Context: an optimization exercise on an open-source flow, tuned for small area and few clock cycles. The choices shown serve that exercise and are no tape-out recipe.
At most, simulation tests tie the RTL to the original design; equivalence was not proved.
Power figures rest on the tool's default switching activity, not on a simulated workload.

old:
## pid_proto
module pid_proto (
    input  wire        clk,
    input  wire        rst,           
    input  wire        cmd_valid,
    output wire        cmd_ready,
    input  wire [31:0] cmd,
    output wire        rsp_valid,
    output wire [7:0]  rsp_status,
    output wire [31:0] rsp_value,
    output wire [1:0]  rsp_count,
    output wire [7:0]  rsp_byte0,
    output wire [7:0]  rsp_byte1
);
    function [15:0] crc_step;
        input [15:0] c_in;
        input [7:0]  b;
        reg   [15:0] c;
        integer      i;
        begin
            c = c_in ^ {8'h00, b};
            for (i = 0; i < 8; i = i + 1)
                c = c[0] ? ((c >> 1) ^ 16'h8408) : (c >> 1);
            crc_step = c;
        end
    endfunction
    reg [31:0] c;         
    reg        cv;        
    reg [15:0] ncrc;      
    reg [15:0] nvcrc;     
    reg [7:0]  vhold0;    
    reg [7:0]  vhold1;    
    reg [1:0]  vcnt;
    reg [3:0]  rx;
    assign cmd_ready = 1'b1;
    assign rsp_valid = cv;
    wire [7:0]  b   = c[7:0];
    wire        zfc = ~|c[23:21];
    wire        zfb = zfc & ~|c[20:8];
    wire        zf0 = zfb & ~|c[7:0];
    wire hi0   = c[27:26] == 2'b00;   
    wire g1    = hi0 & c[31:28] == 4'h1;
    wire g2    = hi0 & c[31:28] == 4'h2;
    wire g3    = hi0 & c[31:28] == 4'h3;
    wire g4    = hi0 & c[31:28] == 4'h4;
    wire g5    = hi0 & c[31:28] == 4'h5;
    wire [1:0] lo = c[25:24];
    wire s_enc   = g1 & lo == 2'd0 & zfc;
    wire s_dec   = g1 & lo == 2'd1 & zfb;
    wire s_cinit = g2 & lo == 2'd0 & zf0;
    wire s_cfeed = g2 & lo == 2'd1 & zfb;
    wire s_ctag  = g2 & lo == 2'd2 & zf0;
    wire s_vinit = g3 & lo == 2'd0 & zf0;
    wire s_vfeed = g3 & lo == 2'd1 & zfb;
    wire s_vend  = g3 & lo == 2'd2 & zf0;
    wire s_fbe   = g4 & ~lo[0] & lo != 2'd3 & zf0;   
    wire s_fbyte = g4 & lo == 2'd1 & zfb;
    wire s_rinit = g5 & lo == 2'd0 & zf0;
    wire s_rbyte = g5 & lo == 2'd1 & zfb;
    wire s_rend  = g5 & lo == 2'd2 & zf0;
    wire s_rstat = g5 & lo == 2'd3 & zf0;
    wire legal = s_enc | s_dec | s_cinit | s_cfeed | s_ctag | s_vinit | s_vfeed |
  ...
Size: roughly 87 flip-flops, roughly 4600 µm² of cells after synthesis.
export LEC_CHECK = 0
export CAP_MARGIN = 20
export CORE_MARGIN = 2
export CORE_UTILIZATION = 40
export SLEW_MARGIN = 20
create_clock -name core_clock -period 4.0 [get_ports {clk}]
standard.sh (not shown) runs the stock make flow with config.mk's settings and CLKGATE_MAP_FILE= SYNTH_SCRIPT=/design/flow/synth_recipe.tcl, a recipe that flattens the netlist after the stock synthesis.
==> flow/flow/run.sh <==
#!/bin/bash
# Layout flow: the standard ORFS flow (standard.sh) with three changes.
#  - Synthesis is the standard flow's own script (synth_recipe.tcl) with only the ABC
#    mapping script swapped for flow/abc_area.script: ORFS's speed script
#    with the delay relaxed (&nf -R 1000) and without ABC's buffering and
#    up-sizing passes. Registers are untouched (ABC maps only the logic).
#  - The port buffers are sky130_fd_sc_hd__buf_1.
#  - Clock tree: sky130_fd_sc_hd__clkbuf_8 buffers, no dummy loads.
# Each run's full output goes to a log file of its own in this folder.
set -euo pipefail
here=$(pwd)
{
  head -n 1 synth_recipe.tcl
  cat <<TCL
proc abc {args} {
  set i [lsearch -exact \$args -script]
  if { \$i >= 0 } { lset args [expr {\$i + 1}] $here/flow/abc_area.script }
  yosys abc {*}\$args
}
TCL
  tail -n +2 synth_recipe.tcl
} > my_synth.tcl
sed "s|SYNTH_SCRIPT=[^ ]*|SYNTH_SCRIPT=$here/my_synth.tcl|" standard.sh > my_standard.sh
grep -q "SYNTH_SCRIPT=$here/my_synth.tcl" my_standard.sh
export BUFFER_PORTS_ARGS="-buffer_cell sky130_fd_sc_hd__buf_1"
export CTS_ARGS="-sink_clustering_enable -repair_clock_nets -dont_use_dummy_load -buf_list sky130_fd_sc_hd__clkbuf_8"
bash my_standard.sh synth > synth.log 2>&1
bash my_standard.sh finish > layout.log 2>&1
==> flow/flow/abc_area.script <==
&get -n
&st
&dch
&nf -R 1000
&st
&syn2
&if -g -K 6
&synch2
&nf -R 1000
&st
&syn2
&if -g -K 6
&synch2
&nf -R 1000
&st
&syn2
&if -g -K 6
&synch2
&nf -R 1000
&st
&syn2
&if -g -K 6
&synch2
&nf -R 1000
&st
&syn2
&if -g -K 6
&synch2
&nf -R 1000
&put
topo
stime -c
dnsize -c
Testbench counts of old, summed over its fixed seeds: cycles 48,189.
Edits applied to the flow inputs when going from old to new:
--- a/flow/design.v
+++ b/flow/design.v
@@ -141,49 +141,50 @@
                               ({4{s_rstat & rx_err}} & {1'b0, rx[2:0]});
     assign rsp_value[3:0]   = ({4{s_raw}} & c[3:0]) | ({4{s_decx}} & dec_x[3:0]) |
                               ({4{s_ctag}} & ncrc[3:0]) | ({4{v_ok}} & recv[3:0]) | sval;
     assign rsp_count[1] = s_ctag | s_fbe | (s_fbyte & b_dle);
     assign rsp_count[0] = (s_enc & enc_hit) | (s_vfeed & vfull) | (s_fbyte & ~b_dle) |
                           (s_rbyte & ((rx_data & ~b_dle) | (rx_esc & b_dle)));
     wire [1:0] grp = c[29:28];
     assign rsp_byte0 =
         (grp == 2'd2) ? ncrc[7:0] :
         (grp == 2'd3) ? vhold0 :
         (~c[30] & ext_hit) ? {5'b10000, ext_idx} :
-        (c[30] & ~c[24]) ? 8'h10 : b;
+        (b | {3'd0, c[30] & ~c[24], 4'd0});   
     assign rsp_byte1 =
         (grp == 2'd2) ? ncrc[15:8] :
         c[24] ? 8'h10 : {7'd1, c[25]};
     wire [15:0] crc_f  = ~crc_step(~ncrc, b);
     wire [15:0] vcrc_f = ~crc_step(~nvcrc, vhold0);
     wire        vshift = cv & s_vfeed;
+    wire        c_ld   = cv & s_cfeed & ~rst;
+    wire        c_hold = ~rst & ~(cv & (s_cinit | s_cfeed));
+    wire        v_ld   = cv & s_vfeed & vfull & ~rst;
+    wire        v_hold = ~rst & ~(cv & (s_vinit | s_vend | (s_vfeed & vfull)));
+    wire [15:0] ncrc_d  = ({16{c_ld}} & crc_f)  | ({16{c_hold}} & ncrc);
+    wire [15:0] nvcrc_d = ({16{v_ld}} & vcrc_f) | ({16{v_hold}} & nvcrc);
     always @(posedge clk) begin
-        c <= cmd;
+        c     <= cmd;
+        ncrc  <= ncrc_d;
+        nvcrc <= nvcrc_d;
         if (rst) begin
             cv    <= 1'b0;
-            ncrc  <= 16'h0000;
-            nvcrc <= 16'h0000;
             vcnt  <= 2'd0;
             rx    <= 4'd0;
         end else begin
             cv <= cmd_valid;
             if (cv) begin
-                if (s_cinit)      ncrc <= 16'h0000;
-                else if (s_cfeed) ncrc <= crc_f;
-                if (s_vinit | s_vend) begin
-                    nvcrc <= 16'h0000;
-                    vcnt  <= 2'd0;
-                end else if (s_vfeed) begin
-                    if (vfull) nvcrc <= vcrc_f;
-                    else       vcnt  <= {vcnt[0], ~vcnt[0]};
-                end
+                if (s_vinit | s_vend)
+                    vcnt <= 2'd0;
+                else if (s_vfeed & ~vfull)
+                    vcnt <= {vcnt[0], ~vcnt[0]};
                 if (s_rinit | s_rend)
                     rx <= 4'd0;
                 else if (s_rbyte & ~rx_err) begin
                     if (why_n != 3'd0)
                         rx <= {1'b1, why_n};
                     else if (rx_start)
                         rx <= 4'd1;
                     else if (rx_hdr)
                         rx <= 4'd2;
                     else if (rx_data)
                         rx <= b_dle ? 4'd3 : 4'd2;
Findings:
Compared with old, new improves register-to-register slack. Diff old -> new: worst endpoint data arrival time rose by 0.05 ns; via count of the first global-routing pass fell by 4.7%; fraction of area in registers fell by 0.74 points; routed wire length fell by 820 µm. In summary, new completed successfully, with a layout that passed the timing, design-rule and antenna checks. Compared with old, new has less setup slack. Compared with old, in new number of ordinary and repair buffers in the finished layout went up 7; overall power of the completed layout went down about 0.6%; floorplan die area went down 230 µm²; number of placed instances with taps included went down 2.0%. The wire length of the first global-routing pass reported for new is smaller than that of old by 6.0%.
The RTL of new was laid out without a check of its function.

---

## P
pid_proto, a different RTL version from the one above (not shown whole).
Size: roughly 540 cells after synthesis, about 89 flip-flops, roughly 95 I/O pins, roughly 4700 sq um of cells after synthesis.
==> flow/config.mk <==
export PLATFORM = sky130hd
export DESIGN_NAME = pid_proto
export DESIGN_NICKNAME = pid_proto
export VERILOG_FILES = /design/flow/design.v
export SDC_FILE = /design/flow/constraint.sdc
export NUM_CORES = 4
export LEC_CHECK = 0
export CAP_MARGIN = 20
export CORE_MARGIN = 2
export CORE_UTILIZATION = 40
export SLEW_MARGIN = 20
==> flow/constraint.sdc <==
create_clock -name core_clock -period 4.0 [get_ports {clk}]
set_input_delay 0.8000 -clock core_clock [delete_from_list [all_inputs] [get_ports {clk}]]
set_output_delay 0.8000 -clock core_clock [all_outputs]
set_load 0.01 [all_outputs]
Scripts as last shown in full above: flow/flow/run.sh, flow/flow/abc_area.script
--- input diff P..Q ---
--- a/flow/design.v
+++ b/flow/design.v
@@ -27,18 +27,19 @@
     reg        cv;        
     reg [15:0] ncrc;      
     reg [15:0] nvcrc;     
     reg [7:0]  vhold0;    
     reg [7:0]  vhold1;    
     reg [1:0]  vcnt;
     reg [3:0]  rx;
     reg        legal;     
     reg        hit;       
+    reg        asc;       
     assign cmd_ready = 1'b1;
     assign rsp_valid = cv;
     function is_permitted_ascii;
         input [7:0] x;
         begin
             is_permitted_ascii =
                 (x >= 8'h41 && x <= 8'h5A) || (x >= 8'h61 && x <= 8'h7A) ||
                 (x >= 8'h30 && x <= 8'h39) || (x == 8'h20) ||
                 (x == 8'h21) || (x == 8'h23) || (x == 8'h24) || (x == 8'h26) ||
@@ -63,19 +64,20 @@
     end
     reg  in_ext;
     always @(*) begin
         case (cmd[20:0])
             21'h0000B7, 21'h002022, 21'h002500, 21'h002501, 21'h002588, 21'h002581:
                      in_ext = 1'b1;
             default: in_ext = 1'b0;
         endcase
     end
-    wire in_hit = (is_permitted_ascii(cmd[7:0]) & ~|cmd[20:8]) | in_ext;
+    wire in_asc = is_permitted_ascii(cmd[7:0]);
+    wire in_hit = (in_asc & ~|cmd[20:8]) | in_ext;
     wire [7:0]  b   = c[7:0];
     wire hi0   = legal & (c[27:26] == 2'b00);
     wire g1    = hi0 & c[31:28] == 4'h1;
     wire g2    = hi0 & c[31:28] == 4'h2;
     wire g3    = hi0 & c[31:28] == 4'h3;
     wire g4    = hi0 & c[31:28] == 4'h4;
     wire g5    = hi0 & c[31:28] == 4'h5;
     wire [1:0] lo = c[25:24];
     wire s_enc   = g1 & lo == 2'd0;
@@ -86,19 +88,19 @@
     wire s_vinit = g3 & lo == 2'd0;
     wire s_vfeed = g3 & lo == 2'd1;
     wire s_vend  = g3 & lo == 2'd2;
     wire s_fbe   = g4 & ~lo[0];               
     wire s_fbyte = g4 & lo == 2'd1;
     wire s_rinit = g5 & lo == 2'd0;
     wire s_rbyte = g5 & lo == 2'd1;
     wire s_rend  = g5 & lo == 2'd2;
     wire s_rstat = g5 & lo == 2'd3;
-    wire asc_ok  = is_permitted_ascii(b);
+    wire asc_ok  = asc;
     wire enc_hit = hit;
     wire ext_hit = hit & (c[13] | c[7]);
     wire [2:0] ext_idx = ~c[13] ? 3'd0 : ~c[10] ? 3'd1 : {c[7], ~c[7], c[0]};
     reg [15:0] dec_x;
     always @(*) begin
         case (b)
             8'h22:   dec_x = 16'h0027;
             8'h80:   dec_x = 16'h00B7;
             8'h81:   dec_x = 16'h2022;
@@ -171,18 +173,19 @@
     wire        c_hold = ~rst & ~(cv & (s_cinit | s_cfeed));
     wire        v_ld   = cv & s_vfeed & vfull & ~rst;
     wire        v_hold = ~rst & ~(cv & (s_vinit | s_vend | (s_vfeed & vfull)));
     wire [15:0] ncrc_d  = ({16{c_ld}} & crc_f)  | ({16{c_hold}} & ncrc);
     wire [15:0] nvcrc_d = ({16{v_ld}} & vcrc_f) | ({16{v_hold}} & nvcrc);
     always @(posedge clk) begin
         c     <= cmd;
         legal <= in_legal;
         hit   <= in_hit;
+        asc   <= in_asc;
         ncrc  <= ncrc_d;
         nvcrc <= nvcrc_d;
         if (rst) begin
             cv    <= 1'b0;
             vcnt  <= 2'd0;
             rx    <= 4'd0;
         end else begin
             cv <= cmd_valid;
             if (cv) begin
Global-route wire length before repair went down by a few percent going from P to Q.
Net switching component of the power of Q falls short of that of P by a few percent.
Q: sequential cell area higher than P
Q ended with more final sequential cell count than P.
The post-synthesis xor/xnor area fraction on Q is in line with that on P.
Changes observed in Q relative to P: area fraction in compound gates after synthesis decreased 2.0 points, post-route total power decreased about 0.6%, power density over the cells increased about 2%, non-clock buffering overhead in the final layout essentially unchanged.
Summary — proportion of layout cells with a drive suffix above 1, Q relative to P: lower, by 0.40 points.
Q — clock power share 0.2 points lower, P as reference
For the met3 usage in global routing, Q came in 0.46 points lower than P did.
Testbench counts of Q, summed over its fixed seeds: cycles 48,189.
The RTL of P was laid out without a check of its function.

afterwards: timing with drivers on the ports:
No port has a modelled driver above. Below, the same layouts with a new extraction and two added sets of constraints.
Step 1 assumes that a clkbuf_16 drives the clock port and a buf_2 every other input.
Step 2 times the ports against the registers' clock, not the clock port: input delays grow and output delays shrink by t, the midpoint of the rising clock arrivals with the driver on.
a / b / c = ideal ports / drivers / drivers and shift; a / b = the first two.
| run | t (ns) | setup WS [ns] | worst setup path at the end | worst register clock-pin slew, ns | cell pins on the clock port's net |
|---|---|---|---|---|---|
| old | 0.395 | 0.126 / 0.092 / 0.487 | register to output | 0.09 / 0.09 | 1 |
| new | 0.391 | 0.078 / 0.043 / 0.434 | register to output | 0.09 / 0.09 | 1 |
| P | 0.397 | 0.298 / 0.263 / 0.661 | register to output | 0.09 / 0.09 | 1 |
| Q | 0.385 | 0.143 / 0.110 / 0.495 | register to output | 0.09 / 0.09 | 1 |
After both steps setup and hold are still met in every run listed.
